This is an optimization exercise on Yosys and OpenROAD, whose aim is small area, a short achievable clock period and few clock cycles, not a production implementation.
In this exercise RTL edits were held to simulation tests only and were not proved equivalent to the original.
Power and IR drop assume default switching activity.

$ cat design.v
module tc_engine (
    input  wire        clk,
    input  wire        rst,           
    input  wire        cmd_valid,
    output reg         cmd_ready,
    input  wire [1:0]  cmd_op,        
    input  wire [47:0] cmd_data,      
    input  wire [15:0] cmd_cent,      
    input  wire        cmd_midf,      
    output reg         done,
    output reg  [2:0]  done_evt,      
    output reg  [2:0]  eng_state,
    output reg         mode,
    output wire [3:0]  err_code,
    output reg  [5:0]  sec,
    output reg  [5:0]  min,
    output reg  [4:0]  hr,
    output wire [31:0] days,
    output reg  [1:0]  page,
    output reg  [15:0] cent,
    output reg         midf,
    output reg         bank,
    output wire [1:0]  blink,
    output reg         lcd_on,
    output wire [47:0] disp0,         
    output wire [47:0] disp1
);
    localparam [1:0] OP_TICK = 2'd0, OP_COMMIT = 2'd1, OP_LAUNCH = 2'd2, OP_RESTORE = 2'd3;
    localparam [2:0] ST_IDLE = 3'd0, ST_COUNTING = 3'd2, ST_UNLOCKING = 3'd3,
                     ST_TERMINAL = 3'd4, ST_ERROR = 3'd5;
    localparam [3:0] PH_IDLE = 4'd0, PH_COMMIT = 4'd1, PH_RV = 4'd2, PH_R1 = 4'd3,
                     PH_RC = 4'd4, PH_R2 = 4'd5, PH_RADD = 4'd6, PH_DD = 4'd7,
                     PH_DAY = 4'd8, PH_CENT = 4'd9, PH_CFIN = 4'd10;
    localparam [23:0] CD_BLANK = 24'hFFFFFF, CD_ERR = 24'hEAAFF2, CD_NINES = 24'h999999;
    function [6:0] f60;
        input [6:0] i;
        begin
            f60[0] = (i[0]);
            f60[1] = (!i[6] & !i[5] & !i[4] & !i[2] & i[1]) | (i[5] & !i[4] & !i[3] & !i[2] & !i[1]) | (i[6] & !i[4] & i[2] & !i[1]) | (i[5] & !i[4] & i[2] & i[1]) | (!i[6] & !i[5] & !i[4] & i[3]) | (i[6] & i[4] & !i[3] & !i[2] & !i[1]) | (i[5] & i[4] & !i[2] & i[1]) | (!i[6] & !i[5] & i[4] & i[2] & !i[1]) | (i[5] & i[4] & i[3]) | (i[6] & i[4] & i[2] & i[1]);
            f60[2] = (!i[6] & !i[5] & !i[4] & i[2] & !i[1]) | (i[6] & !i[4] & !i[3] & !i[2] & !i[1]) | (i[5] & !i[4] & !i[2] & i[1]) | (i[6] & !i[4] & i[2] & i[1]) | (i[5] & !i[4] & i[3]) | (!i[6] & !i[5] & i[4] & !i[3] & !i[2] & !i[1]) | (i[6] & i[4] & !i[2] & i[1]) | (i[5] & i[4] & i[2] & !i[1]) | (i[6] & i[4] & i[3]) | (!i[6] & !i[5] & i[4] & i[2] & i[1]);
            f60[3] = (!i[5] & !i[4] & i[2] & i[1]) | (!i[6] & !i[5] & i[3]) | (i[5] & !i[3] & !i[2]) | (i[6] & !i[4] & i[1]) | (i[6] & i[2]) | (i[6] & i[4] & i[3]) | (i[5] & i[4] & !i[3] & !i[1]) | (!i[6] & !i[5] & i[4] & !i[2] & !i[1]);
            f60[4] = (!i[6] & !i[5] & i[4] & i[1]) | (!i[6] & !i[5] & i[4] & i[2]) | (i[5] & !i[4] & !i[3] & !i[2]) | (i[6] & !i[4] & !i[3]) | (!i[6] & i[4] & i[3]) | (!i[6] & i[4] & i[2] & i[1]);
            f60[5] = (i[5] & i[2]) | (i[6] & !i[4] & !i[3]) | (i[5] & i[3]) | (i[5] & i[4]);
            f60[6] = (i[6] & i[3]) | (i[6] & i[4]);
        end
    endfunction
    function [9:0] f24;
        input [9:0] i;
        begin
            f24[0] = (i[0]);
            f24[1] = (i[9] & !i[5] & i[2] & !i[1]) | (i[9] & i[3]) | (!i[9] & !i[8] & i[5] & i[4] & !i[3] & !i[2] & !i[1]) | (i[9] & i[5] & !i[2] & i[1]) | (!i[8] & i[6] & !i[3] & !i[2] & !i[1]) | (i[8] & i[7] & !i[3] & !i[1]) | (i[7] & i[2] & !i[1]) | (!i[8] & i[7] & i[3]) | (i[8] & !i[7] & !i[6] & !i[5] & i[3]) | (i[6] & i[4] & !i[3] & !i[2] & !i[1]) | (i[8] & i[6] & !i[5] & i[2] & i[1]) | (i[6] & i[5] & !i[3] & !i[2] & !i[1]) | (i[8] & !i[6] & i[5] & i[1]) | (!i[9] & !i[8] & !i[7] & !i[6] & !i[4] & i[1]) | (!i[9] & !i[7] & !i[6] & !i[5] & !i[2] & i[1]) | (!i[8] & i[6] & i[4] & i[2] & !i[1]) | (!i[9] & !i[8] & !i[7] & !i[6] & i[2] & i[1]) | (i[7] & i[4] & i[3]) | (!i[8] & i[6] & i[5] & i[4] & i[3]) | (!i[8] & i[6] & i[5] & i[2] & !i[1]) | (i[6] & !i[5] & !i[4] & i[2] & i[1]) | (i[8] & i[5] & !i[4] & i[2] & i[1]) | (i[6] & i[5] & i[4] & i[2] & !i[1]) | (i[8] & i[6] & !i[5] & !i[4] & i[1]);
            f24[2] = (!i[9] & !i[8] & !i[7] & !i[6] & !i[5] & i[2]) | (i[8] & !i[7] & !i[6] & !i[5] & !i[3] & !i[2]) | (i[8] & i[7] & !i[4] & i[2] & !i[1]) | (i[9] & !i[5] & !i[4] & i[3]) | (!i[8] & i[7] & !i[4] & i[3]) | (i[8] & i[7] & i[4] & i[2] & i[1]) | (i[8] & i[7] & i[4] & i[3]) | (i[9] & i[5] & !i[3] & !i[2]) | (i[8] & !i[6] & i[5] & i[2]) | (!i[9] & !i[8] & !i[6] & i[5] & i[3]) | (!i[8] & i[6] & !i[5] & !i[4] & !i[3] & !i[2] & !i[1]) | (i[8] & i[6] & !i[5] & i[3]) | (!i[8] & i[6] & !i[5] & i[4] & !i[2] & i[1]) | (i[8] & i[6] & i[5] & !i[4] & !i[3] & !i[2] & !i[1]) | (!i[8] & i[6] & i[5] & !i[4] & !i[2] & i[1]) | (!i[8] & i[6] & i[5] & !i[4] & i[2] & !i[1]) | (i[8] & i[6] & i[5] & i[4] & !i[2] & i[1]) | (i[8] & i[5] & i[4] & i[2] & !i[1]) | (!i[8] & i[6] & i[5] & i[4] & i[2] & i[1]) | (!i[8] & !i[6] & !i[5] & !i[4] & i[2] & i[1]) | (i[8] & i[7] & !i[4] & !i[2] & i[1]) | (!i[9] & !i[8] & i[5] & i[4] & i[3]) | (i[8] & i[6] & !i[5] & i[4] & !i[2] & !i[1]) | (!i[8] & i[6] & !i[5] & i[4] & i[2] & !i[1]) | (!i[8] & !i[6] & i[5] & i[4] & !i[3] & !i[2] & !i[1]);
            f24[3] = (!i[8] & i[7] & !i[3] & !i[2] & !i[1]) | (i[9] & !i[5] & !i[3] & !i[2] & !i[1]) | (i[8] & !i[7] & !i[6] & !i[5] & i[2] & !i[1]) | (i[8] & i[7] & !i[4] & i[2] & i[1]) | (!i[9] & !i[8] & !i[7] & !i[6] & !i[5] & i[3]) | (i[9] & i[5] & i[2] & !i[1]) | (!i[8] & i[6] & !i[5] & !i[4] & !i[2] & i[1]) | (i[8] & i[6] & i[5] & !i[4] & !i[2] & i[1]) | (!i[8] & i[6] & i[5] & !i[4] & i[2] & i[1]) | (i[8] & !i[6] & i[5] & i[3]) | (!i[9] & !i[8] & !i[6] & i[5] & i[4] & !i[2] & i[1]) | (i[8] & i[6] & !i[5] & i[4] & !i[2] & i[1]) | (!i[8] & i[6] & !i[5] & i[4] & i[2] & i[1]) | (i[8] & i[6] & i[5] & i[4] & i[2] & i[1]);
            f24[4] = (i[9] & !i[5] & !i[4] & i[1]) | (i[9] & !i[5] & !i[4] & i[2]) | (i[9] & !i[4] & i[3]) | (i[9] & !i[4] & i[2] & i[1]) | (!i[8] & i[6] & !i[4] & !i[3] & !i[2]) | (i[7] & !i[4] & i[1]) | (i[8] & i[7] & !i[4] & !i[3]) | (i[7] & !i[4] & i[2]) | (i[8] & !i[6] & !i[5] & !i[4] & i[2] & i[1]) | (!i[8] & i[7] & !i[4] & i[3]) | (i[8] & !i[7] & !i[6] & !i[5] & !i[4] & i[3]) | (i[8] & i[6] & !i[5] & i[4] & i[2]) | (i[6] & i[5] & !i[4] & !i[3] & !i[2]) | (i[8] & !i[6] & i[5] & i[4]) | (!i[9] & !i[8] & !i[7] & !i[6] & !i[5] & i[4]) | (i[8] & i[6] & i[4] & i[3]) | (!i[8] & i[6] & i[5] & !i[4] & !i[3]) | (i[9] & i[4] & !i[3] & !i[2] & !i[1]) | (!i[6] & i[5] & i[4] & i[2] & !i[1]) | (i[8] & !i[7] & !i[6] & i[4] & !i[3] & !i[1]) | (i[6] & !i[5] & i[4] & i[3]) | (!i[9] & !i[6] & i[5] & i[4] & i[3]) | (i[9] & i[5] & i[4] & !i[3] & !i[2]) | (!i[9] & !i[6] & i[5] & i[4] & i[2]) | (i[8] & !i[7] & !i[6] & i[4] & !i[2] & i[1]) | (!i[8] & i[7] & i[4] & !i[3] & !i[2] & !i[1]);
            f24[5] = (i[8] & i[7] & !i[4] & i[3]) | (i[8] & i[7] & i[4] & !i[3] & !i[2] & !i[1]) | (!i[8] & i[7] & i[4] & !i[2] & i[1]) | (i[9] & !i[5] & i[4] & !i[2] & i[1]) | (!i[8] & i[7] & i[4] & i[2] & !i[1]) | (i[9] & !i[5] & i[4] & i[2] & !i[1]) | (i[8] & !i[7] & !i[6] & !i[5] & i[4] & i[2] & i[1]) | (i[8] & !i[7] & !i[6] & !i[5] & i[4] & i[3]) | (!i[9] & !i[8] & !i[6] & i[5] & !i[4] & !i[3] & !i[2]) | (i[9] & i[5] & i[4] & i[2] & i[1]) | (i[8] & i[6] & !i[5] & !i[4] & !i[3] & !i[2]) | (i[8] & i[6] & i[5] & !i[4] & i[2]) | (!i[8] & i[6] & !i[5] & !i[4] & i[2]) | (!i[8] & i[6] & i[5] & !i[4] & i[3]) | (!i[8] & i[6] & i[5] & i[4] & !i[3] & !i[2] & !i[1]) | (i[9] & i[5] & i[4] & i[3]);
            f24[6] = (i[9] & i[4] & i[2] & i[1]) | (i[9] & i[4] & i[3]) | (i[9] & i[5]) | (!i[6] & i[5] & i[2]) | (!i[6] & i[5] & i[3]) | (i[7] & !i[4]) | (i[7] & !i[3] & !i[2] & !i[1]) | (i[8] & !i[6] & i[5]) | (!i[6] & i[5] & i[4]) | (i[6] & !i[5] & !i[4] & !i[3] & !i[2]) | (i[5] & i[4] & i[3]) | (i[8] & i[5] & i[3]) | (i[8] & i[5] & i[4]) | (i[5] & i[4] & i[1]) | (i[5] & i[4] & i[2]) | (!i[8] & i[6] & !i[5] & !i[4] & !i[3]) | (!i[8] & i[7] & !i[3] & !i[2]) | (!i[8] & i[7] & i[2] & !i[1]);
            f24[7] = (i[6] & i[3]) | (i[6] & i[4]) | (i[7] & !i[4]) | (i[7] & !i[3] & !i[2] & !i[1]) | (i[8] & i[6] & i[2]) | (i[6] & i[5]) | (!i[8] & i[7] & !i[3] & !i[2]) | (!i[8] & i[7] & i[2] & !i[1]);
            f24[8] = (!i[8] & i[7] & i[4] & i[2] & i[1]) | (!i[8] & i[7] & i[4] & i[3]) | (i[8] & !i[7]) | (i[8] & !i[4]) | (i[8] & !i[3] & !i[2] & !i[1]);
            f24[9] = (i[9]) | (i[8] & i[7] & i[4] & i[1]) | (i[8] & i[7] & i[4] & i[3]) | (i[8] & i[7] & i[4] & i[2]);
        end
    endfunction
    function [7:0] yadd_s;
        input [6:0] i;
        begin
            yadd_s[0] = (i[0]);
            yadd_s[1] = (!i[3] & !i[2] & !i[1]) | (i[2] & i[1]);
            yadd_s[2] = (!i[2] & !i[1]);
            yadd_s[3] = (!i[2] & i[1]);
            yadd_s[4] = (!i[4] & i[2]) | (!i[4] & i[3]) | (i[4] & !i[3] & !i[2]);
            yadd_s[5] = (i[5] & i[4] & i[2]) | (i[6] & !i[4]) | (i[6] & !i[3] & !i[2]) | (i[5] & i[4] & i[3]);
            yadd_s[6] = (!i[6] & !i[5] & !i[4]) | (!i[6] & !i[5] & !i[3] & !i[2]) | (i[6] & i[4] & i[2]) | (i[6] & i[4] & i[3]);
            yadd_s[7] = (i[4] & i[2]) | (i[4] & i[3]) | (i[5]) | (i[6]);
        end
    endfunction
    function [7:0] yadd_m;
        input [7:0] i;
        begin
            yadd_m[0] = (i[7] & !i[0]) | (!i[7] & i[0]);
            yadd_m[1] = (i[7] & i[1] & i[0]) | (i[2] & !i[1] & !i[0]) | (!i[7] & i[2] & !i[1]) | (!i[7] & i[3]) | (i[3] & !i[0]);
            yadd_m[2] = (i[7] & i[2] & i[0]) | (i[2] & i[1]) | (!i[7] & i[3]) | (i[3] & !i[0]);
            yadd_m[3] = (!i[7] & !i[3] & !i[2] & !i[1]) | (!i[3] & !i[2] & !i[1] & !i[0]) | (i[7] & i[3] & i[0]);
            yadd_m[4] = (i[7] & !i[4] & i[0]) | (!i[4] & i[1]) | (!i[4] & i[2]) | (!i[4] & i[3]) | (!i[7] & i[4] & !i[3] & !i[2] & !i[1]) | (i[4] & !i[3] & !i[2] & !i[1] & !i[0]);
            yadd_m[5] = (i[5] & i[4] & i[3]) | (i[7] & i[5] & i[4] & i[0]) | (i[5] & i[4] & i[1]) | (i[5] & i[4] & i[2]) | (i[6] & !i[4]) | (!i[7] & i[6] & !i[3] & !i[2] & !i[1]) | (i[6] & !i[3] & !i[2] & !i[1] & !i[0]);
            yadd_m[6] = (!i[6] & !i[5] & !i[4]) | (!i[7] & !i[6] & !i[5] & !i[3] & !i[2] & !i[1]) | (i[6] & i[4] & i[1]) | (i[6] & i[4] & i[3]) | (!i[6] & !i[5] & !i[3] & !i[2] & !i[1] & !i[0]) | (i[7] & i[6] & i[4] & i[0]) | (i[6] & i[4] & i[2]);
            yadd_m[7] = (i[4] & i[1]) | (i[7] & i[4] & i[0]) | (i[4] & i[2]) | (i[4] & i[3]) | (i[5]) | (i[6]);
        end
    endfunction
    function [6:0] yadd_h;
        input [6:0] i;
        begin
            yadd_h[0] = (!i[6] & !i[0]) | (i[6] & i[0]);
            yadd_h[1] = (!i[3] & !i[2] & !i[1] & i[0]) | (i[6] & !i[3] & !i[2] & !i[1]) | (!i[6] & !i[2] & i[1] & !i[0]) | (i[6] & i[2] & i[1]) | (!i[6] & i[3] & !i[0]) | (i[2] & i[1] & i[0]);
            yadd_h[2] = (i[5] & i[1] & i[0]) | (i[6] & i[5] & i[1]) | (!i[5] & !i[3] & !i[2] & !i[1]) | (!i[4] & i[3] & i[0]) | (!i[6] & !i[5] & !i[3] & !i[2] & !i[0]) | (i[6] & !i[4] & i[3]);
            yadd_h[3] = (i[6] & !i[5] & !i[2] & i[1]) | (!i[5] & !i[2] & i[1] & i[0]) | (!i[6] & i[2] & !i[1] & !i[0]);
            yadd_h[4] = (!i[4] & i[2] & i[0]) | (i[6] & !i[4] & i[2]) | (!i[4] & i[2] & i[1]) | (!i[4] & i[3]) | (i[4] & !i[3] & !i[2]) | (!i[6] & i[4] & !i[3] & !i[1] & !i[0]);
            yadd_h[5] = (i[6] & i[4] & i[2]) | (!i[6] & i[4] & i[3] & !i[0]) | (i[4] & i[2] & i[0]) | (i[4] & i[2] & i[1]);
            yadd_h[6] = (i[5]) | (i[6] & i[4] & i[3]) | (i[4] & i[3] & i[0]);
        end
    endfunction
    function [19:0] mrom;
        input [5:0] i;
        begin
            mrom[0] = 1'b1;
            mrom[1] = 1'b1;
            mrom[2] = (i[5] & i[2] & i[1]) | (!i[5] & i[4] & i[1]) | (i[5] & !i[4] & !i[2] & i[0]) | (!i[5] & !i[3] & !i[1] & i[0]) | (!i[5] & !i[4] & !i[1] & !i[0]) | (i[5] & i[4] & !i[1] & !i[0]);
            mrom[3] = (!i[5] & !i[1] & i[0]) | (!i[4] & !i[3] & !i[2]) | (i[2] & i[1] & !i[0]) | (!i[5] & i[3]) | (i[3] & i[0]) | (i[5] & !i[2] & i[1]) | (i[5] & i[2] & !i[0]);
            mrom[4] = (!i[4] & !i[3] & !i[2] & !i[1]) | (i[2] & i[1]) | (i[1] & !i[0]) | (!i[5] & !i[3] & !i[1] & i[0]) | (i[5] & i[3] & !i[0]);
            mrom[5] = (!i[2] & i[1]) | (i[5] & !i[4] & !i[3] & !i[1]) | (!i[5] & !i[3] & !i[2] & i[0]) | (i[2] & !i[1] & !i[0]);
            mrom[6] = (!i[4]) | (!i[1] & !i[0]) | (i[5] & !i[1]);
            mrom[7] = (i[0]);
            mrom[8] = (!i[4] & !i[1]) | (i[4] & i[1]);
            mrom[9] = (!i[4] & !i[2] & !i[1]) | (i[2] & i[1]);
            mrom[10] = (!i[3] & !i[2] & !i[1]) | (i[4]);
            mrom[11] = (!i[4] & !i[3] & !i[2] & !i[1]);
            mrom[12] = (!i[4] & !i[3] & !i[2] & !i[1]);
            mrom[13] = (!i[4] & !i[3] & !i[2] & !i[1]);
            mrom[14] = (!i[4] & !i[3] & !i[2] & !i[1]);
            mrom[15] = (!i[4] & !i[3] & !i[2] & !i[1]);
            mrom[16] = (!i[4] & !i[3] & !i[2] & !i[1]);
            mrom[17] = (!i[4] & !i[3] & !i[2] & !i[1]);
            mrom[18] = (!i[4] & !i[3] & !i[2] & !i[1]);
            mrom[19] = (!i[4] & !i[3] & !i[2] & !i[1]);
        end
    endfunction
    function [5:0] b2b6;
        input [6:0] i;
        begin
            b2b6[0] = (i[0]);
            b2b6[1] = (!i[4] & i[1]) | (i[4] & !i[1]);
            b2b6[2] = (!i[5] & !i[4] & i[2]) | (!i[5] & i[4] & !i[2] & i[1]) | (i[5] & !i[4] & !i[2]) | (i[5] & !i[2] & !i[1]) | (!i[5] & i[2] & !i[1]) | (i[5] & i[4] & i[2] & i[1]);
            b2b6[3] = (!i[6] & !i[4] & i[3]) | (i[5] & !i[4] & i[2]) | (i[6] & !i[4] & !i[3]) | (i[6] & i[4] & i[3]) | (i[6] & i[2] & i[1]) | (!i[6] & !i[5] & i[4] & !i[3] & !i[2]) | (i[5] & i[4] & !i[3] & !i[2] & !i[1]) | (!i[6] & !i[5] & i[4] & !i[3] & !i[1]);
            b2b6[4] = (!i[5] & i[4] & i[2] & i[1]) | (!i[5] & i[4] & i[3]) | (i[5] & !i[4]) | (i[6] & i[3]) | (i[5] & !i[3] & !i[2] & !i[1]) | (i[6] & i[4]);
            b2b6[5] = (i[5] & i[4] & i[1]) | (i[5] & i[4] & i[2]) | (i[5] & i[4] & i[3]) | (i[6]);
        end
    endfunction
    function [4:0] b2b5;
        input [5:0] i;
        begin
            b2b5[0] = (i[0]);
            b2b5[1] = (!i[4] & i[1]) | (i[4] & !i[1]);
            b2b5[2] = (i[5]) | (!i[4] & i[2]) | (i[4] & !i[2] & i[1]) | (i[2] & !i[1]);
            b2b5[3] = (!i[4] & i[3]) | (i[4] & !i[3] & !i[2]) | (i[4] & !i[3] & !i[1]);
            b2b5[4] = (i[5]) | (i[4] & i[3]) | (i[4] & i[2] & i[1]);
        end
    endfunction
    function [6:0] glyph;
        input [3:0] i;
        begin
            glyph[0] = (!i[3] & i[1]) | (i[3] & !i[1]) | (i[2] & !i[1] & i[0]) | (i[2] & i[1] & !i[0]) | (!i[3] & !i[2] & !i[0]);
            glyph[1] = (!i[3] & !i[2]) | (!i[1] & !i[0]) | (!i[3] & i[1] & i[0]) | (!i[2] & i[0]);
            glyph[2] = (!i[1]) | (!i[3] & i[2]) | (!i[3] & i[0]);
            glyph[3] = (i[2] & !i[1] & i[0]) | (i[3] & !i[1]) | (!i[3] & i[1] & !i[0]) | (!i[2] & i[1] & i[0]) | (i[2] & i[1] & !i[0]) | (!i[3] & !i[2] & !i[0]);
            glyph[4] = (!i[2] & !i[0]) | (i[1] & !i[0]);
            glyph[5] = (!i[1] & !i[0]) | (i[2] & !i[1]) | (i[2] & !i[0]) | (i[3] & !i[1]);
            glyph[6] = (!i[2] & i[1]) | (i[2] & !i[1]) | (i[2] & !i[0]) | (i[3] & !i[2]);
        end
    endfunction
    function [3:0] add3;
        input [3:0] i;
        begin
            add3[0] = (i[3] & !i[0]) | (!i[3] & !i[2] & i[0]) | (i[2] & i[1] & !i[0]);
            add3[1] = (i[3] & !i[0]) | (!i[2] & i[1]) | (i[1] & i[0]);
            add3[2] = (i[3] & i[0]) | (i[2] & !i[1] & !i[0]);
            add3[3] = (i[2] & i[0]) | (i[3]) | (i[2] & i[1]);
        end
    endfunction
    function [3:0] inc10;
        input [3:0] i;
        begin
            inc10[0] = (!i[0]) | (i[3] & i[1]);
            inc10[1] = (!i[3] & !i[1] & i[0]) | (i[1] & !i[0]);
            inc10[2] = (!i[2] & i[1] & i[0]) | (i[2] & !i[1]) | (i[2] & !i[0]);
            inc10[3] = (i[3] & !i[0]) | (!i[3] & i[2] & i[1] & i[0]);
        end
    endfunction
    function [3:0] dec10;
        input [3:0] i;
        begin
            dec10[0] = (!i[0]);
            dec10[1] = (i[3] & !i[0]) | (i[1] & i[0]) | (i[2] & !i[1] & !i[0]);
            dec10[2] = (i[3] & !i[0]) | (i[2] & i[0]) | (i[2] & i[1]);
            dec10[3] = (!i[3] & !i[2] & !i[1] & !i[0]) | (i[3] & i[0]);
        end
    endfunction
    function [4:0] ud9;
        input [4:0] i;
        begin
            ud9[0] = (!i[0]);
            ud9[1] = (!i[4] & i[1] & i[0]) | (!i[4] & i[2] & !i[1] & !i[0]) | (!i[4] & i[3] & !i[0]) | (i[4] & !i[3] & !i[1] & i[0]) | (i[4] & i[1] & !i[0]);
            ud9[2] = (!i[4] & i[3] & !i[0]) | (i[4] & !i[2] & i[1] & i[0]) | (i[2] & !i[1] & i[0]) | (i[2] & i[1] & !i[0]) | (i[4] & i[2] & !i[0]) | (!i[4] & i[2] & i[0]);
            ud9[3] = (!i[4] & !i[3] & !i[2] & !i[1] & !i[0]) | (i[4] & i[3] & !i[0]) | (!i[4] & i[3] & i[0]) | (i[4] & i[2] & i[1] & i[0]);
            ud9[4] = (!i[4] & !i[3] & !i[2] & !i[1] & !i[0]) | (i[4] & i[3] & i[0]);
        end
    endfunction
    function [3:0] ud5;
        input [3:0] i;
        begin
            ud5[0] = (!i[0]);
            ud5[1] = (i[3] & !i[2] & !i[1] & i[0]) | (i[3] & i[1] & !i[0]) | (!i[3] & i[1] & i[0]) | (!i[3] & i[2] & !i[0]);
            ud5[2] = (!i[3] & !i[2] & !i[1] & !i[0]) | (i[3] & i[1] & i[0]) | (i[3] & i[2] & !i[0]) | (!i[3] & i[2] & i[0]);
            ud5[3] = (!i[3] & !i[2] & !i[1] & !i[0]) | (i[3] & i[2] & i[0]);
        end
    endfunction
    function [6:0] udh;
        input [6:0] i;
        begin
            udh[0] = (!i[0]);
            udh[1] = (!i[6] & !i[5] & !i[4] & !i[1] & !i[0]) | (i[6] & !i[3] & !i[1] & i[0]) | (i[6] & i[1] & !i[0]) | (!i[6] & i[1] & i[0]) | (!i[6] & i[3] & !i[0]) | (!i[6] & i[2] & !i[1] & !i[0]);
            udh[2] = (i[6] & !i[5] & !i[2] & i[1] & i[0]) | (!i[6] & i[3] & !i[0]) | (!i[6] & i[2] & i[1]) | (i[2] & !i[1] & i[0]) | (i[6] & i[2] & !i[0]);
            udh[3] = (!i[6] & i[5] & !i[1] & !i[0]) | (i[6] & i[2] & i[1] & i[0]) | (i[6] & i[3] & !i[0]) | (!i[6] & i[4] & !i[3] & !i[2] & !i[1] & !i[0]) | (!i[6] & i[3] & i[0]);
            udh[4] = (i[4] & i[1]) | (!i[6] & i[5] & !i[1] & !i[0]) | (i[6] & !i[4] & i[3] & i[0]) | (i[4] & i[2]) | (!i[6] & i[4] & i[0]) | (i[6] & i[4] & !i[0]) | (i[6] & i[4] & !i[3]) | (!i[6] & i[4] & i[3]);
            udh[5] = (!i[6] & !i[5] & !i[4] & !i[3] & !i[2] & !i[1] & !i[0]) | (i[6] & i[4] & i[3] & i[0]) | (i[6] & i[5] & !i[0]) | (!i[6] & i[5] & i[1]) | (i[5] & !i[1] & i[0]);
            udh[6] = (!i[6] & !i[5] & !i[4] & !i[3] & !i[2] & !i[1] & !i[0]) | (i[6] & i[5] & i[1] & i[0]);
        end
    endfunction
    function [19:0] radd;
        input [19:0] a, b;
        input        ci;
        reg c;
        integer i;
        begin
            c = ci;
            for (i = 0; i < 20; i = i + 1) begin
                radd[i] = a[i] ^ b[i] ^ c;
                c = (a[i] & b[i]) | (c & (a[i] ^ b[i]));
            end
        end
    endfunction
    function [23:0] dd2;
        input [23:0] x;
        input [1:0]  b;
        reg [23:0] y;
        integer k;
        begin
            for (k = 0; k < 6; k = k + 1) y[4*k +: 4] = add3(x[4*k +: 4]);
            y = {y[22:0], b[1]};
            for (k = 0; k < 6; k = k + 1) y[4*k +: 4] = add3(y[4*k +: 4]);
            dd2 = {y[22:0], b[0]};
        end
    endfunction
    function [23:0] page_inc;
        input [23:0] x;
        reg c;
        integer k;
        begin
            c = 1'b1;
            for (k = 0; k < 6; k = k + 1) begin
                page_inc[4*k +: 4] = c ? inc10(x[4*k +: 4]) : x[4*k +: 4];
                c = c & (x[4*k +: 4] == 4'd9);
            end
        end
    endfunction
    function [23:0] blank_lead;
        input [23:0] x;
        reg lead;
        integer k;
        begin
            lead = 1'b1;
            for (k = 5; k >= 0; k = k - 1) begin
                if (x[4*k +: 4] != 4'd0 || k == 0) lead = 1'b0;
                blank_lead[4*k +: 4] = lead ? 4'hF : x[4*k +: 4];
            end
        end
    endfunction
    function ge1e6;
        input [19:0] v;
        reg gt, eq;
        integer i;
        reg [19:0] c;
        begin
            c = 20'd1000000; gt = 1'b0; eq = 1'b1;
            for (i = 19; i >= 0; i = i - 1) begin
                gt = gt | (eq & v[i] & !c[i]);
                eq = eq & (v[i] == c[i]);
            end
            ge1e6 = gt | eq;
        end
    endfunction
    reg [23:0] cd;                    
    reg [19:0] dys;                   
    reg [23:0] dbcd;                  
    reg [15:0] dic;                   
    reg        errf;                  
    reg        blinkf;                
    reg [3:0]  ph;
    reg [3:0]  cnt;
    reg        flag;                  
    reg [3:0]  qreg;                  
    reg        yl;                    
    reg        mflag;                 
    assign days = {12'd0, dys};
    assign err_code = {2'b00, errf, 1'b0};
    assign blink = {blinkf, 1'b0};
    genvar gp;
    generate
        for (gp = 0; gp < 6; gp = gp + 1) begin : g_disp
            assign disp0[8*gp +: 8] = {1'b0, glyph(cd[4*gp +: 4])};
            assign disp1[8*gp +: 8] = {1'b0, glyph(dbcd[4*gp +: 4])};
        end
    endgenerate
    wire [3:0] s_o = cd[3:0],   s_t = cd[7:4];
    wire [3:0] m_o = cd[11:8],  m_t = cd[15:12];
    wire [3:0] h_o = cd[19:16], h_t = cd[23:20];
    wire hms_one  = cd == 24'd1;
    wire dys_zero = dys == 20'd0;
    wire [4:0] t0 = ud9({mode, s_o});
    wire [3:0] t1 = ud5({mode, s_t[2:0]});
    wire [4:0] t2 = ud9({mode, m_o});
    wire [3:0] t3 = ud5({mode, m_t[2:0]});
    wire [6:0] th = udh({mode, h_t[1:0], h_o});
    wire e1 = t0[4], e2 = e1 & t1[3], e3 = e2 & t2[4], e4 = e3 & t3[3];
    wire full = e4 & th[6];
    wire [23:0] cd_tick = {e4 ? {2'b00, th[5:0]} : cd[23:16],
                           e3 ? {1'b0, t3[2:0]} : m_t, e2 ? t2[3:0] : m_o,
                           e1 ? {1'b0, t1[2:0]} : s_t, t0[3:0]};
    wire [23:0] bsrc = (ph == PH_IDLE) ? cd_tick : cd;
    wire [5:0]  b_sec = b2b6({bsrc[6:4], bsrc[3:0]});
    wire [5:0]  b_min = b2b6({bsrc[14:12], bsrc[11:8]});
    wire [4:0]  b_hr  = b2b5({bsrc[21:20], bsrc[19:16]});
    wire [1:0] pg_rot = (dys_zero && !full) ? 2'd0 : (page == 2'd2) ? 2'd0 : page + 2'd1;
    wire [3:0] cx = dbcd[19:16];      
    wire [1:0] cu = dbcd[21:20];      
    wire [6:0] fs = f60({s_t[2:0], s_o});
    wire [6:0] fm = f60({m_t[2:0], m_o});
    wire [3:0] xh = (cu == 2'd1) ? cx : fm[6:3];
    wire [9:0] fh = f24({h_t[1:0], h_o, xh});
    wire [7:0] ys = yadd_s({s_t[2:0], s_o});
    wire [7:0] ym = yadd_m({ys[7], m_t[2:0], m_o});
    wire [6:0] yh = yadd_h({ym[7], h_t[1:0], h_o});
    wire [3:0] cq = (cu == 2'd2) ? cx : fh[9:6];     
    wire       c5x = !dys_zero && !flag;              
    wire [3:0] ya = dbcd[23:20], yb = dbcd[19:16];
    wire [3:0] mt = dbcd[15:12], mo = dbcd[11:8];
    wire [3:0] dt = dbcd[7:4],   dn = dbcd[3:0];
    wire leap = !yb[0] && (yb[1] == ya[0]);
    wire feb = (mt == 4'd0) && (mo == 4'd2);
    wire m31 = (mt == 4'd0) ? (mo == 4'd1 || mo == 4'd3 || mo == 4'd5 || mo == 4'd7 || mo == 4'd8)
                            : (mo == 4'd0 || mo == 4'd2);
    wire digs_ok = (ya <= 4'd9) && (yb <= 4'd9) && (mo <= 4'd9) && (dn <= 4'd9)
                && (h_o <= 4'd9) && (m_o <= 4'd9) && (s_o <= 4'd9);
    wire mm_ok = (mt == 4'd0) ? (mo != 4'd0) : (mt == 4'd1) && (mo <= 4'd2);
    wire dd_ok = (dt <= 4'd2) ? ((dt != 4'd0 || dn != 4'd0) && !(feb && dt == 4'd2 && dn == 4'd9 && !leap))
               : (dt == 4'd3) && ((dn == 4'd0 && !feb) || (dn == 4'd1 && m31));
    wire hh_ok = (h_t <= 4'd1) || (h_t == 4'd2 && h_o <= 4'd3);
    wire ts_ok = digs_ok && mm_ok && dd_ok && hh_ok && (m_t <= 4'd5) && (s_t <= 4'd5);
    wire yhi = (ya >= 4'd5);          
    wire [1:0] k2 = cnt[1:0];
    wire cent_big = (cent[15:5] != 11'd0) || (cent[4:2] == 3'b111);
    wire take = cmd_valid && cmd_ready;
    reg        n_ready, n_done, n_mode, n_errf, n_midf, n_bank, n_blinkf, n_lcd;
    reg        n_flag, n_yl, n_mflag;
    reg [3:0]  n_qreg;
    reg        n_bin;                 
    reg [2:0]  n_evt, n_st;
    reg [3:0]  n_ph;
    reg [1:0]  n_page;
    reg [3:0]  n_cnt;
    reg [15:0] n_cent, n_dic;
    reg [19:0] n_dys;
    reg [23:0] n_cd, n_dbcd;
    reg        bzero;
    reg [19:0] a_op, b_op;
    reg        c_in;
    reg [19:0] sum;
    reg [23:0] t24;
    always @(*) begin
        n_ready = cmd_ready; n_done = 1'b0; n_evt = done_evt;
        n_st = eng_state; n_mode = mode; n_errf = errf; n_page = page;
        n_cent = cent; n_midf = midf; n_bank = bank; n_blinkf = blinkf; n_lcd = lcd_on;
        n_cd = cd; n_dys = dys; n_dbcd = dbcd; n_dic = dic;
        n_ph = ph; n_cnt = cnt; n_flag = flag; n_yl = yl; n_mflag = mflag; n_qreg = qreg;
        n_bin = 1'b0; bzero = 1'b0;
        a_op = dys; b_op = 20'd0; c_in = 1'b0;
        t24 = 24'd0;
        case (ph)
        PH_IDLE: begin
            if (mode) c_in = 1'b1; else b_op = 20'hFFFFF;        
        end
        PH_DAY: begin
            a_op = {4'd0, dic}; c_in = 1'b1;
        end
        PH_CENT: begin
            a_op = {4'd0, cent}; c_in = 1'b1;
        end
        PH_COMMIT: begin
            if (yl) begin
                b_op = 20'd365; c_in = yh[6];
            end else if (c5x) begin
                a_op = {dys[17:0], 2'b00}; b_op = dys;
            end else begin
                a_op = {dys[18:0], 1'b0}; b_op = {16'd0, qreg};
            end
        end
        PH_RV: begin
            a_op = {4'd0, dic}; c_in = mflag && !yhi;
        end
        PH_R1: begin
            a_op = (cnt == 4'd3) ? 20'd0 : {dys[18:0], 1'b0};
            case ({ya[k2], yb[k2]})
                2'b00: b_op = 20'd0;
                2'b01: b_op = 20'd1461;
                2'b10: b_op = 20'd14610;
                default: b_op = 20'd16071;
            endcase
        end
        PH_RC: begin
            case (k2)
                2'd2: b_op = mrom({leap, mt[0], mo});
                2'd1: b_op = {13'd0, dt[1:0], dt[1:0], 3'b000};
                default: b_op = {14'd0, dn, 2'b00};
            endcase
        end
        PH_R2: begin
            a_op = {dys[18:0], 1'b0};
            b_op = cent[cnt[2:0]] ? 20'd36525 : 20'd0;
        end
        default: begin  
            b_op = {4'd0, dic};
        end
        endcase
        sum = radd(a_op, b_op, c_in);
        case (ph)
        PH_IDLE: if (take) begin
            case (cmd_op)
            OP_TICK: begin
                n_done = 1'b1; n_evt = 3'b000;
                if (eng_state == ST_COUNTING && !mode) begin
                    if (full && dys_zero) begin
                        n_st = ST_UNLOCKING; n_evt = 3'b001;
                    end else begin
                        n_cd = cd_tick; n_bin = 1'b1;
                        if (full) n_dys = sum;
                        if (hms_one && dys_zero) begin
                            n_st = ST_UNLOCKING; n_evt = 3'b001;
                        end
                    end
                end else if (eng_state == ST_COUNTING && mode) begin
                    n_cd = cd_tick; n_bin = 1'b1;
                    if (full) begin
                        n_done = 1'b0; n_ready = 1'b0; n_ph = PH_DAY;
                    end
                    if (full && dbcd == CD_NINES) begin
                        n_st = ST_TERMINAL; n_dys = 20'd0; n_page = 2'd0;
                        n_cd = CD_NINES; bzero = 1'b1; n_dbcd = CD_BLANK;
                        n_blinkf = 1'b1; n_bank = 1'b0; n_lcd = 1'b1;
                    end else begin
                        if (full) begin
                            n_dys = sum; n_dbcd = page_inc(dbcd);
                        end
                        n_page = pg_rot;
                        if (pg_rot != 2'd2) begin
                            n_bank = pg_rot[0]; n_lcd = 1'b1;
                        end else n_lcd = 1'b0;
                    end
                end
            end
            OP_LAUNCH: begin
                n_done = 1'b1; n_evt = 3'b010;
                n_cd = 24'd0; bzero = 1'b1; n_dys = 20'd0; n_cent = 16'd0; n_midf = 1'b0;
                n_dbcd = 24'hFFFFF0; n_dic = 16'd0;
                n_mode = 1'b1; n_page = 2'd0; n_st = ST_COUNTING;
                n_bank = 1'b0; n_lcd = 1'b1; n_blinkf = 1'b0;
            end
            OP_COMMIT: begin
                n_ready = 1'b0; n_evt = 3'b010;
                n_cd = 24'd0; n_dys = 20'd0; n_dbcd = {2'b00, cmd_data[21:0]};
                n_ph = PH_COMMIT; n_cnt = 4'd4; n_flag = 1'b0; n_yl = 1'b0;
            end
            default: begin  
                n_ready = 1'b0;
                n_cd = cmd_data[23:0]; n_dbcd = cmd_data[47:24]; n_dic = cmd_cent; n_mflag = cmd_midf;
                n_ph = PH_RV; n_cnt = 4'd3;
            end
            endcase
        end
        PH_COMMIT: begin
            if (yl) begin
                n_cd = {2'b00, yh[5:4], yh[3:0], 1'b0, ym[6:4], ym[3:0], 1'b0, ys[6:4], ys[3:0]};
                n_dys = sum;
                if (cx == 4'd1) n_yl = 1'b0;
                n_dbcd[19:16] = cx - 4'd1;
            end else if (flag) begin
                n_dys = sum; n_flag = 1'b0;
                if (cu == 2'd3 && cx != 4'd0) n_yl = 1'b1;
            end else begin
                n_cd = {2'b00, fh[5:4], fh[3:0], 1'b0, fm[2:0], fs[6:3], 1'b0, fs[2:0],
                        (cu == 2'd0) ? cx : 4'd0};
                if (c5x) begin
                    n_dys = sum; n_flag = 1'b1; n_qreg = cq;
                end else begin
                    n_dys = {16'd0, cq};
                    if (cu == 2'd3 && cx != 4'd0) n_yl = 1'b1;
                end
            end
            if (yl ? (cx == 4'd1) : (flag || !c5x) && !(cu == 2'd3 && cx != 4'd0)) begin
                n_dbcd[19:0] = {dbcd[15:0], 4'd0};
                n_cnt = cnt - 4'd1;
                if (cnt == 4'd0) n_ph = PH_CFIN;
            end
        end
        PH_CFIN: begin
            n_st = ST_COUNTING; n_mode = 1'b0; n_page = 2'd0;
            n_bank = 1'b0; n_lcd = 1'b1; n_blinkf = 1'b0;
            n_dbcd = CD_BLANK; n_bin = 1'b1;
            n_ph = PH_IDLE; n_done = 1'b1; n_ready = 1'b1;
        end
        PH_RV: begin
            if (!ts_ok) begin
                n_st = ST_ERROR; n_errf = 1'b1;
                n_blinkf = 1'b1; n_bank = 1'b0; n_lcd = 1'b1;
                n_cd = CD_ERR; n_dbcd = CD_BLANK; n_evt = 3'b000;
                n_ph = PH_IDLE; n_done = 1'b1; n_ready = 1'b1;
            end else begin
                n_cent = sum[15:0]; n_midf = yhi;
                n_evt = {mflag ^ yhi, 2'b00};
                n_ph = PH_R1; n_cnt = 4'd3;
            end
        end
        PH_R1: begin
            n_dys = sum;
            if (cnt != 4'd3 && cent_big) begin
                n_st = ST_TERMINAL; n_dys = 20'd0; n_page = 2'd0;
                n_cd = CD_NINES; bzero = 1'b1; n_dbcd = CD_BLANK;
                n_blinkf = 1'b1; n_bank = 1'b0; n_lcd = 1'b1;
                n_ph = PH_IDLE; n_done = 1'b1; n_ready = 1'b1;
            end
            if (!(cnt != 4'd3 && cent_big)) begin
                n_cnt = cnt - 4'd1;
                if (cnt == 4'd0) begin n_ph = PH_RC; n_cnt = 4'd2; end
            end
        end
        PH_RC: begin
            n_dys = sum;
            n_cnt = cnt - 4'd1;
            if (cnt == 4'd0) begin
                n_dic = sum[17:2]; n_dys = 20'd0;
                n_ph = PH_R2; n_cnt = 4'd4;
            end
        end
        PH_R2: begin
            n_dys = sum;
            n_cnt = cnt - 4'd1;
            if (cnt == 4'd0) n_ph = PH_RADD;
        end
        PH_RADD: begin
            n_dys = sum; n_dbcd = 24'd0;
            n_ph = PH_DD; n_cnt = 4'd9;
        end
        PH_DAY: begin
            n_dic = sum[15:0];
            n_ph = PH_IDLE; n_done = 1'b1; n_ready = 1'b1;
            if (sum[15:0] == 16'd36525) begin
                n_dic = 16'd0; n_midf = 1'b0; n_evt = 3'b100;
                n_ph = PH_CENT; n_done = 1'b0; n_ready = 1'b0;
            end else if (sum[15:0] == 16'd18263 && !midf) begin
                n_midf = 1'b1; n_evt = 3'b100;
            end
        end
        PH_CENT: begin
            n_cent = sum[15:0];
            n_ph = PH_IDLE; n_done = 1'b1; n_ready = 1'b1;
        end
        default: begin  
            t24 = dd2(dbcd, dys[19:18]);
            n_dbcd = t24;
            n_dys = {dys[17:0], dys[19:18]};
            n_cnt = cnt - 4'd1;
            if (cnt == 4'd9 && ge1e6(dys)) begin
                n_st = ST_TERMINAL; n_dys = 20'd0; n_page = 2'd0;
                n_cd = CD_NINES; bzero = 1'b1; n_dbcd = CD_BLANK;
                n_blinkf = 1'b1; n_bank = 1'b0; n_lcd = 1'b1;
                n_ph = PH_IDLE; n_done = 1'b1; n_ready = 1'b1;
            end else if (cnt == 4'd0) begin
                n_dbcd = blank_lead(t24);
                n_st = ST_COUNTING; n_mode = 1'b1; n_page = 2'd0;
                n_bank = 1'b0; n_lcd = 1'b1; n_blinkf = 1'b0; n_bin = 1'b1;
                n_ph = PH_IDLE; n_done = 1'b1; n_ready = 1'b1;
            end
        end
        endcase
    end
    always @(posedge clk) begin
        if (rst) begin
            cmd_ready <= 1'b1;
            done <= 1'b0; done_evt <= 3'b000;
            eng_state <= ST_IDLE; mode <= 1'b0; errf <= 1'b0;
            sec <= 6'd0; min <= 6'd0; hr <= 5'd0;
            dys <= 20'd0; page <= 2'd0; cent <= 16'd0; midf <= 1'b0;
            bank <= 1'b0; blinkf <= 1'b0; lcd_on <= 1'b0;
            cd <= CD_BLANK; dbcd <= CD_BLANK;
            ph <= PH_IDLE;
        end else begin
            cmd_ready <= n_ready; done <= n_done; done_evt <= n_evt;
            eng_state <= n_st; mode <= n_mode; errf <= n_errf;
            page <= n_page; cent <= n_cent; midf <= n_midf;
            bank <= n_bank; blinkf <= n_blinkf; lcd_on <= n_lcd;
            cd <= n_cd; dys <= n_dys; dbcd <= n_dbcd;
            ph <= n_ph;
            if (bzero) begin
                sec <= 6'd0; min <= 6'd0; hr <= 5'd0;
            end else if (n_bin) begin
                sec <= b_sec; min <= b_min; hr <= b_hr;
            end
        end
        dic <= n_dic; cnt <= n_cnt; flag <= n_flag; yl <= n_yl; mflag <= n_mflag; qreg <= n_qreg;
    end
endmodule
$ cat flow/run.sh
#!/bin/bash
# Layout flow: the standard synthesis (standard.sh synth); then ABC maps the
# combinational logic of that netlist again, for area, with every register cell
# kept as it is (same cells, same instance names); then the standard layout
# (standard.sh) on that netlist, with sky130 buf_1 cells as the port buffers.
# Each tool's output goes to a log file of its own in this folder.
set -euo pipefail
R=orfs/results/${FLOW_PLATFORM}/tc_engine/base
LIB=${FLOW_HOME}/platforms/${FLOW_PLATFORM}/lib/sky130_fd_sc_hd__tt_025C_1v80.lib
YOSYS=${FLOW_HOME}/../tools/install/yosys/bin/yosys
export BUFFER_PORTS_ARGS="-buffer_cell sky130_fd_sc_hd__buf_1"

bash standard.sh synth > standard_synth.log 2>&1

cp "$R/1_2_yosys.v" standard_1_2_yosys.v
sed -e "s#LIB#$LIB#g" -e "s#NETLIST#standard_1_2_yosys.v#" -e "s#TOP#$FLOW_TOP#g" \
    -e "s#OUT#$R/1_2_yosys.v#" flow/resynth.ys > resynth_run.ys
"$YOSYS" -s resynth_run.ys > resynth.log 2>&1
rm -f "$R/1_synth.odb" "$R/1_synth.sdc"

bash standard.sh > standard_layout.log 2>&1
$ cat flow/resynth.ys
read_liberty -ignore_miss_func LIB
read_verilog NETLIST
hierarchy -top TOP
setattr -mod -set blackbox 1 sky130_fd_sc_hd__*df*
flatten
opt -purge
abc -liberty LIB -script "+strash;dc2;dch,-f;map,-a;strash;dc2;dch,-f;map,-a;topo;" -dont_use sky130_fd_sc_hd__lpflow_* -dont_use sky130_fd_sc_hd__probe*
splitnets
opt_clean -purge
hilomap -singleton -hicell sky130_fd_sc_hd__conb_1 HI -locell sky130_fd_sc_hd__conb_1 LO
insbuf -buf sky130_fd_sc_hd__buf_4 A X
rename -hide w:*.*
rename -enumerate
select -module TOP
write_verilog -noattr -nohex -nodec -selected OUT
$ cat standard.sh
#!/bin/bash
# synth_recipe.tcl (not shown) runs the flow's synth.tcl, then flattens the netlist and writes it again
# the make line also repeats each setting of config.mk as NAME=value (left out here)
make -C /OpenROAD-flow-scripts/flow DESIGN_CONFIG=/design/flow/config.mk WORK_HOME=/design/flow/orfs CLKGATE_MAP_FILE= SYNTH_SCRIPT=/design/flow/synth_recipe.tcl "${@:-finish}"
$ cat config.mk
export PLATFORM = sky130hd
export DESIGN_NAME = tc_engine
export DESIGN_NICKNAME = tc_engine
export VERILOG_FILES = /design/flow/design.v
export SDC_FILE = /design/flow/constraint.sdc
export NUM_CORES = 4
export LEC_CHECK = 0
export CAP_MARGIN = 20
export CORE_MARGIN = 2
export CORE_UTILIZATION = 40
export SETUP_SLACK_MARGIN = 2
export SLEW_MARGIN = 20
$ cat constraint.sdc
create_clock -name core_clock -period 60.0 [get_ports {clk}]
set_input_delay 12.0000 -clock core_clock [delete_from_list [all_inputs] [get_ports {clk}]]
set_output_delay 12.0000 -clock core_clock [all_outputs]
set_load 0.01 [all_outputs]
==> results of run 1 <==
## critical path, stage by stage
cell and delay, ps:
sky130_fd_sc_hd__buf_1 140, sky130_fd_sc_hd__nor2_1 120, sky130_fd_sc_hd__buf_4 310, sky130_fd_sc_hd__nand2_1 150, sky130_fd_sc_hd__nor2_1 730, sky130_fd_sc_hd__clkinv_1 660
sky130_fd_sc_hd__nor2_1 300, sky130_fd_sc_hd__nand2_1 80, sky130_fd_sc_hd__nand2_1 260, sky130_fd_sc_hd__clkinv_1 450, sky130_fd_sc_hd__nor2_1 310, sky130_fd_sc_hd__clkinv_1 290
sky130_fd_sc_hd__a211oi_1 250, sky130_fd_sc_hd__a31o_2 130
## per-stage QoR
stage / utilization [%] / hold WS [ps] / total power [uW] / setup slack (ps)
floorplan: - / 435 / 663 / 45120
global placement: 43.2 / 455 / 934 / 44090
detailed placement: 43.2 / 467 / 935 / 43920
CTS: 44.8 / 480 / 1050 / 44350
global route: 44.8 / 507 / 1150 / 43840
finish: 44.8 / 480 / 1080 / 44190
## path summary, 6_finish.rpt
| check | start | end | slack (ps) | depth (start not counted) |
|---|---|---|---|---|
| max reg2reg | ph[0] | done_evt[0] | 49680 | 47 |
| min reg2reg | errf | errf | 480 | 2 |
| min | errf | errf | 480 | 2 |
| max | cmd_op[1] | hr[3] | 44190 | 14 |
## power by group through the flow
stage | combinational, uW | sequential (uW) | clock (uW)
global placement | 735 | 199 | 0
global route | 830 | 202 | 120
detailed placement | 737 | 198 | 0
floorplan | 488 | 175 | 0
finish | 766 | 200 | 116
CTS | 741 | 196 | 116
## sequential cells by signal, summed over array words and instances (netlist names), 2 cells and up
name and cells:
min 6, qreg 4, page 2, dic 16, ph 4, done_evt 3
dys 20, dbcd 24, sec 6, hr 5, cd 24, cnt 4
cent 16, eng_state 3
## routing by layer
metal	vias to the layer above	global-route usage, %	part of all wire [%]
met5	-	0	0
met4	0	19.9	5.3
met3	272	9.06	12
met2	1488	63.0	43
met1	9734	56.1	40
li1	9280	-	-
## final cells by class
type | instances | area, um2
fill | 4153 | 20600
multi-input combinational | 1929 | 9870
sequential | 148 | 3230
inverter | 361 | 1360
timing repair buffer | 254 | 1070
tap | 474 | 593
clock buffer | 21 | 482
clock inverter | 11 | 115
antenna | 1 | 2.50
==> summary.md, run 1 <==
| Metric | Value |
|---|---|
| Result of the run | complete, no violations |
| Kind of end point of the critical path | flop |
| Post-DR wirelength/cell | between 20 and 30 um |
| Post-DP Area | 16,100 um2 |
| Die height | slightly below 200 um |
| Pwr dens | about 65 nW/um2 |
| H-tree depth | 4 |
| Wire length after detailed routing | approximately 83,000 um |
| Worst min-delay path class | flop to flop |
| RePlAce Congestion | approximately 1.0 |
| Unrepaired setup endpoints after global routing | no |
| Sequential cell fraction of total power | roughly 18% |
| Leak | approximately 0.0058 uW |
| Overflow after GRT | 0 |
| Maximum fanout encountered on the critical timing path | 17 |
| Kind of launch point of the worst setup path | input port |
| Fin crit period | 15,810 ps |
| Gate count after technology mapping | around 2,500 |
| Clock tree from TritonCTS | built |
| Die area | between 30,000 and 40,000 um2 |
| Count of unresolved DRC violations after routing | 0 |
| Floorplan die width | 198 um |
| Maximum operating frequency | between 60 and 70 MHz |
| Net Switching | between 600 and 700 uW |
| Number of ports placed on the die boundary | around 250 |
| Total Routing Usage GR | 41.7% |
| Clk slew on worst S/H paths | about 70 ps |
| Area of the mapped netlist | between 15,000 and 20,000 um2 |
| Max Clock Skew | approximately 21 ps |
| Number of instances in the placed design | ~3,200 |
| Area of the core region | around 37,000 um2 |
| Insertion delay to the later sink of the worst-skew pair | about 470 ps |
| Design Area, Final | ~17,000 um2 |
| Final Hold Fails | 0 |
| Drt via density | between 6 and 7 |
| CP Data Required Time | around 60,000 ps |
| Synthesis-to-layout area growth | 11.3% |
| Count of yosys warnings during synthesis | 1 |
| CTS root buf | sky130_fd_sc_hd__clkbuf_16 |
| Slew at the pin closest to its max-slew limit | around 1200 ps |
| Setup tns final | 0 ps |
| Remaining max-slew budget at the tightest pin | 17.7% |
| CTS sink cnt | 148 |
| Number of buffers added to fix hold violations after cts | 0 |
| Category of the most critical setup path | input port to flop |
| Max Slew Vio Count | 0 |
| First-pass GRT wire length | 122,000 um |
| Fraction of final layout cells with drive strength greater than 1 | 3.52% |
| Most used cells in the layout excluding fill and tap cells | 462 x sky130_fd_sc_hd__nor2_1, 361 x sky130_fd_sc_hd__clkinv_1, 327 x sky130_fd_sc_hd__nand2_1 |
| Detail Route Antenna Nets | 0 |
| Data arrival time of the critical path | between 15,000 and 20,000 ps |
| Crit share post-route | 26.4% |
| Portion of total power attributed to combinational logic | 70.8% |
| Number of endpoints failing setup at the final stage | 0 |
| Buffers inserted during post-CTS setup optimization | 0 |
| Vias after detailed routing | between 20,000 and 25,000 |
| DPL Wire Length | between 60,000 and 70,000 um |
| Switching portion of total power | between 60% and 70% |
| Worst IR drop on VDD | around 27 uV |
| Initial antenna violation count | 1 |
| Average size of a mapped cell | 6.01 um2 |
| Cell-internal power | between 400 and 500 uW |
| Pin count of the biggest net entering global routing | 39 |
| Row count | roughly 70 |
| Number of global-route vias before repair | about 19,000 |
| Number of buffers inserted by port buffering | approximately 220 |
| Number of DRC markers after the initial detailed-route iteration | about 2,700 |
| Effective utilization at floorplan | 40.3% |
| Number of buffers added by the clock tree synthesis step | 17 |
| Fraction of power consumed by the clock network | between 10% and 20% |
| Post-CTS sizing | 0 |
| Pre-antenna DRT Iters | 7 |
| Max-cap violation count | 0 |
| Most frequent standard cell in the layout excluding fill and tap cells | sky130_fd_sc_hd__nor2_1 |
| Layout net count | 2,781 |
| Non-Filler Instances | roughly 3,200 |
| Clock Tree Buf Depth | 2 |
Testbench counts, summed over its fixed seeds: cycles 27,336.
==> inputs of run 2 (changes only) <==
--- a/config.mk
+++ b/config.mk
@@ -7,6 +7,6 @@
 export LEC_CHECK = 0
 export CAP_MARGIN = 20
 export CORE_MARGIN = 2
-export CORE_UTILIZATION = 40
+export CORE_UTILIZATION = 50
 export SETUP_SLACK_MARGIN = 2
 export SLEW_MARGIN = 20
==> summary.md, run 2 <==
| Metric | Value |
|---|---|
| Result of the run | complete, no violations |
| Number of ports placed on the die boundary | 251 |
| Sequential cell fraction of total power | 18.1% |
| FF/Latch Area | ~3200 um2 |
| Number of DRC markers after the initial detailed-route iteration | 3,753 |
| Drt via density | 6.80 |
| DPL Wire Length | 58,800 um |
| Number of endpoints failing setup at the final stage | 0 |
| Number of buffers and inverters on the critical path | 5 |
| Count of unresolved DRC violations after routing | 0 |
| Setup tns final | 0 ps |
| Startpoint of the most critical register-to-register path | ph[0] |
| CTS sink cnt | 148 |
| Worst Hold Depth | 2 |
| Most frequent standard cell in the layout excluding fill and tap cells | sky130_fd_sc_hd__nor2_1 |
| Number of buffers inserted by port buffering | around 220 |
| Pwr dens | ~66 nW/um2 |
| Crit-path slowest cell | sky130_fd_sc_hd__nor2_1 |
| Portion of total power attributed to combinational logic | a little under three quarters |
| Initial antenna violation count | 4 |
| Die height | between 150 and 200 um |
| Vias after detailed routing | 21,200 |
| Register-to-register path setup slack | 49,440 ps |
| Kind of launch point of the worst setup path | input port |
| Most used cells in the layout excluding fill and tap cells | 460 x sky130_fd_sc_hd__nor2_1, 361 x sky130_fd_sc_hd__clkinv_1, 327 x sky130_fd_sc_hd__nand2_1 |
| Non-Filler Instances | between 3,000 and 4,000 |
| Buffers inserted during post-CTS setup optimization | 0 |
| H-tree depth | 4 |
| Category of the most critical setup path | input port to flop |
| Effective utilization at floorplan | between 50 and 60% |
| Crit-path leading delay family | simple AND/OR/NAND/NOR gates |
| Clock tree from TritonCTS | built |
| Area of the core region | just under 30,000 um2 |
| Pin count of the biggest net entering global routing | 41 |
| Detail Route Antenna Nets | 0 |
| Worst IR drop on VDD | about 40 uV |
| Post-DR wirelength/cell | 24.5 um |
| Floorplan die width | between 150 and 200 um |
| Kind of end point of the critical path | flop |
| Clk slew on worst S/H paths | 70 ps |
| HP Start | done_evt[0] |
| Die area | 31,500 um2 |
| Fraction of final layout cells with drive strength greater than 1 | about 3.6% |
| Area of the mapped netlist | roughly 15,000 um2 |
| Worst R2R Path Depth | 47 |
| Final Hold Slack | 466 ps |
| Number of buffers added to fix hold violations after cts | 0 |
| Count of yosys warnings during synthesis | 1 |
| Max Clock Skew | approximately 18 ps |
| Cell-internal power | approximately 400 uW |
| Worst min-delay path class | flop to flop |
| Final Hold Fails | 0 |
| Cells traversed along the worst timing path | buf_1 -> nor2_1 -> buf_4 -> nand2_1 -> nor2_1 -> clkinv_1 -> nor2_1 -> nand2_1 -> nand2_1 -> clkinv_1 -> nor2_1 -> clkinv_1 -> a211oi_1 -> a31o_2 |
| Crit share post-route | 26.7% |
| Layout net count | approximately 2,800 |
| Number of buffers added by the clock tree synthesis step | 17 |
| Max-cap violation count | 0 |
| Insertion delay to the later sink of the worst-skew pair | between 400 and 500 ps |
| Number of global-route vias before repair | about 19,000 |
| Clock Tree Buf Depth | 2 |
| Unrepaired setup endpoints after global routing | no |
| Footprint of the multi-input gates | between 9000 and 10,000 um2 |
| Largest registers | cd x24, dbcd x24, dys x20 |
| Pre-antenna DRT Iters | 13 |
| Post-CTS sizing | 0 |
| First-pass GRT wire length | approximately 110,000 um |
| Average size of a mapped cell | around 6.0 um2 |
| Data arrival time of the critical path | around 16,000 ps |
| Gate count after technology mapping | 2,502 |
| CP Data Required Time | 60,400 ps |
| Synthesis-to-layout area growth | 10.4% |
| RePlAce Congestion | around 1.1 |
| Number of instances in the placed design | between 3,000 and 4,000 |
| Leak | approximately 0.0057 uW |
| Switching portion of total power | between 60% and 70% |
| Fin crit period | between 15,000 and 20,000 ps |
| Max Slew Vio Count | 0 |
| Maximum fanout encountered on the critical timing path | 17 |
| Filler Cells Inserted | approximately 3,100 |
| Maximum operating frequency | 62.3 MHz |
| Critical R2R Capture | done_evt[0] |
| Worst path max stage delay | 860 ps |
| Slew at the pin closest to its max-slew limit | roughly 1100 ps |
| Hold Path Sink | done_evt[0] |
| Total Routing Usage GR | between 40% and 50% |
| Net Switching | about 680 uW |
| CP dominant cell by count | sky130_fd_sc_hd__nor2_1 |
| Fraction of power consumed by the clock network | about a tenth |
| Wire length after detailed routing | between 70,000 and 80,000 um |
| Overflow after GRT | 0 |
| CTS root buf | sky130_fd_sc_hd__clkbuf_16 |
| Remaining max-slew budget at the tightest pin | about a quarter |
| Row count | 63 |
## run 2: power groups by stage
stage | registers [uW] | logic, uW | clock network, uW
finish | 197 | 782 | 109
global route | 199 | 834 | 112
CTS | 193 | 736 | 107
detailed placement | 195 | 733 | 0
global placement | 194 | 725 | 0
floorplan | 175 | 488 | 0
## run 2: layer usage
layer  up-vias  track usage (%)  routed length (um)
met5         -                0                  44
met4         6             20.0                4040
met3       356             18.1               13200
met2      1959             64.4               29500
met1      9612             65.1               29600
li1       9269                -                   -
## run 2: how the worst max path moves through the flow
stage,slack (ps),end,depth (start not counted),startpoint
6_report,43950,hr[3],14,cmd_op[1]
5_1_grt,43860,hr[3],14,cmd_op[0]
4_1_cts,44370,hr[3],14,cmd_op[1]
3_5_place_dp,43890,hr[3],14,cmd_op[1]
3_3_place_gp,44190,hr[3],14,cmd_op[1]
2_1_floorplan,45120,cd[17],10,cmd_op[1]
## run 2: layout make-up
| type | count | area share, % |
|---|---|---|
| timing repair buffer | 255 | 6.52 |
| multi-input combinational | 1929 | 59.5 |
| clock inverter | 13 | 0.678 |
| antenna | 1 | 0.0151 |
| inverter | 361 | 8.16 |
| tap | 390 | 2.94 |
| sequential | 148 | 19.5 |
| clock buffer | 19 | 2.73 |
## run 2: stage by stage
stage                     setup slack [ps]  cell area (um2)  power [uW]  utilization [%]
after floorplan                      45120            15100         663                -
after global placement               44190            16000         920             54.1
after detailed placement             43890            16000         927             54.1
after CTS                            44370            16600        1040             56.0
after global routing                 43860            16600        1150             56.0
final                                43950            16600        1090             56.0
## run 2: worst reg2reg max path, delay by kind of cell (launching register included)
| family | cells | cell delay, ps |
|---|---|---|
| AO/OA/AOI/OAI | 4 | 960 |
| XOR/XNOR | 1 | 230 |
| buffers and inverters | 9 | 3020 |
| flip-flops | 1 | 670 |
| AND/OR/NAND/NOR | 33 | 5590 |

## separate check: timing with driven ports
The results above use ideal ports. As a check the final layouts listed here were re-extracted and re-timed, cells and wires unchanged. Step 1 assumes that a clkbuf_16 drives the clock port and a buf_2 every other input. Step 2 also shifts input and output timing later by t, the mid clock arrival at the registers, as if the neighbouring blocks saw the same clock. a / b / c = ideal / step 1 / step 2; a / b = the first two.
run	shift t [ns]	setup slack, ns	clock arrival spread, ns	pins driven straight from the clock port
run 1	0.514	44.188 / 44.217 / 43.702	0.021 / 0.021	1
run 2	0.502	43.953 / 43.972 / 43.469	0.018 / 0.017	1
After both steps setup and hold are still met in every run listed. For run 1, which loses most, drivers alone change the setup slack by +0.029 ns; drivers and shift together by -0.486 ns.
